Source: an optimization exercise on an open RTL-to-GDS flow (aim: small area, a short achievable clock period and few clock cycles per item). Production flows keep margins and buffers that such runs may drop.
The RTL was checked by simulation tests, not by an equivalence proof against the original design.

==> run a <==
// akelarre_core
module akelarre_core (
    input  wire         clk,
    input  wire         rst,
    input  wire         start,
    input  wire [1:0]   op,
    input  wire [3:0]   rounds,
    input  wire         rot_en,
    input  wire [1:0]   klen_m1,
    input  wire [127:0] key,
    input  wire [127:0] blk_in,
    output wire         ready,
    output reg          done,
    output wire [127:0] blk_out
);
    localparam [31:0] A0 = 32'h01234567;
    localparam [31:0] A1 = 32'h89ABCDEF;
    localparam E = 23;
    localparam [1:0] OP_KEYEXP = 2'd0, OP_ENC = 2'd1, OP_DEC = 2'd2;
    localparam [1:0] G_IDLE = 2'd0,    
                     G_FULL = 2'd1,    
                     G_DECB = 2'd2,    
                     G_HEAD = 2'd3;    
    localparam [2:0] D_IDLE = 3'd0,
                     D_INIT = 3'd1,    
                     D_ROT  = 3'd2,    
                     D_STEP = 3'd3,    
                     D_OUT  = 3'd4;    
    function [3:0] slot_of;
        input [1:0] kl;
        input [3:0] r;
        input [3:0] m;
        begin
            case ({kl, r, m})
            {2'd0, 4'd1, 4'd0}: slot_of = 4'd1;
            {2'd0, 4'd2, 4'd0}: slot_of = 4'd1;
            {2'd0, 4'd2, 4'd1}: slot_of = 4'd2;
            {2'd0, 4'd3, 4'd0}: slot_of = 4'd1;
            {2'd0, 4'd3, 4'd1}: slot_of = 4'd2;
            {2'd0, 4'd3, 4'd2}: slot_of = 4'd3;
            {2'd0, 4'd4, 4'd0}: slot_of = 4'd1;
            {2'd0, 4'd4, 4'd1}: slot_of = 4'd2;
            {2'd0, 4'd4, 4'd2}: slot_of = 4'd3;
            {2'd0, 4'd4, 4'd3}: slot_of = 4'd4;
            {2'd0, 4'd5, 4'd0}: slot_of = 4'd1;
            {2'd0, 4'd5, 4'd1}: slot_of = 4'd2;
            {2'd0, 4'd5, 4'd2}: slot_of = 4'd3;
            {2'd0, 4'd5, 4'd3}: slot_of = 4'd4;
            {2'd0, 4'd5, 4'd4}: slot_of = 4'd5;
            {2'd0, 4'd6, 4'd0}: slot_of = 4'd1;
            {2'd0, 4'd6, 4'd1}: slot_of = 4'd2;
            {2'd0, 4'd6, 4'd2}: slot_of = 4'd3;
            {2'd0, 4'd6, 4'd3}: slot_of = 4'd4;
            {2'd0, 4'd6, 4'd4}: slot_of = 4'd5;
  ...
clock: 13.0 ns
lec_check: 0
cap_margin: 20
core_margin: 2
core_utilization: 45
slew_margin: 20
synth_memory_max_bits: 8192
standard.sh (not shown) runs the stock make flow with config.mk's settings and CLKGATE_MAP_FILE= SYNTH_SCRIPT=/design/flow/synth_recipe.tcl, a recipe that flattens the netlist after the stock synthesis.
==> flow/flow/run.sh <==
#!/bin/bash
# The standard ORFS layout (the standard.sh: standard synthesis, floorplan,
# placement, CTS, routing, finish) with the design's SDC unchanged; only the
# setup repair steps aim for a larger slack margin, so that the layout is
# sized for a shorter achieved period.
set -euo pipefail
export SETUP_SLACK_MARGIN=8.0
bash standard.sh > standard.log 2>&1
==> inputs of run b, as changes to run a <==
--- a/flow/config.mk
+++ b/flow/config.mk
@@ -9,3 +9,3 @@
 export CORE_MARGIN = 2
-export CORE_UTILIZATION = 45
+export CORE_UTILIZATION = 65
 export SLEW_MARGIN = 20
==> qor summary <==
| metric | run a | run b |
|---|---|---|
| Net count after synthesis | 8,944 | 8,944 |
| Most frequent cell after synthesis | sky130_fd_sc_hd__edfxtp_1 | sky130_fd_sc_hd__edfxtp_1 |
| Async set or reset register ratio after synthesis | 0% | 0% |
| Post-CTS Setup Repair Bufs | 146 | 112 |
| Dpl hpwl | 318,000 um | 301,000 um |
| Run status | timing/DRC/antenna clean | aborted with a tool error |
| Stage where the flow stopped | - | global routing (5_1_grt) |
| Num CTS Buffers | 159 | 144 |
| Netlist area before placement | 0.0911 mm2 | 0.0911 mm2 |
| Area after DPL | 0.0989 mm2 | 0.0974 mm2 |
| Width of the chip | 454 um | 378 um |
| Simple-gate area share of the yosys netlist | 12.3% | 12.3% |
| Average size of a mapped cell | 11.0 um2 | 11.0 um2 |
| Total instance count after detailed placement | 11,050 | 10,193 |
| Place WS | 5.87 ns | 5.79 ns |
| Compound-gate portion of the synthesized area | 16.9% | 16.9% |
| Library cell with the largest summed area after synthesis | sky130_fd_sc_hd__edfxtp_1 | sky130_fd_sc_hd__edfxtp_1 |
| Post-cts resize count | 347 | 292 |
| Mux cell area share after synthesis | 11.4% | 11.4% |
| Post-CTS Hold Fix Bufs | 0 | 0 |
| Die extent in y | 454 um | 378 um |
| Standard-cell row count | 165 | 137 |
| Effective utilization at floorplan | 45.2% | 65.4% |
| Root buffer selected by CTS | sky130_fd_sc_hd__clkbuf_16 | sky130_fd_sc_hd__clkbuf_16 |
| Final weighted congestion of routability-driven global placement | 1.09 | 1.20 |
Testbench counts of run a, summed over its fixed seeds: cycles 65,468, items 640.
Testbench counts of run b, summed over its fixed seeds: cycles 65,468, items 640.

==> separate check: timing with driven ports <==
How much do the figures lean on ideal ports? The routed layout below was timed once more, with nothing changed but the port constraints. Step 1, drivers: a clkbuf_16 drives clk and a buf_2 each remaining input, both assumed. Step 2 also shifts input and output timing later by t, the mid clock arrival at the registers, as if the neighbouring blocks saw the same clock. a / b / c = no drivers / after step 1 / after step 2; a / b = the first two.
run: run a
t, ns: 0.921
setup slack, ns: 7.684 / 7.684 / 7.194
hold slack, ns: 0.381 / 0.381 / 0.381
worst setup path at the end: input to register
pins driven straight from the clock port: 1
After both steps run a still meets setup and hold. The setup slack of run a moves by 0.000 ns with the drivers and by -0.490 ns with both steps.
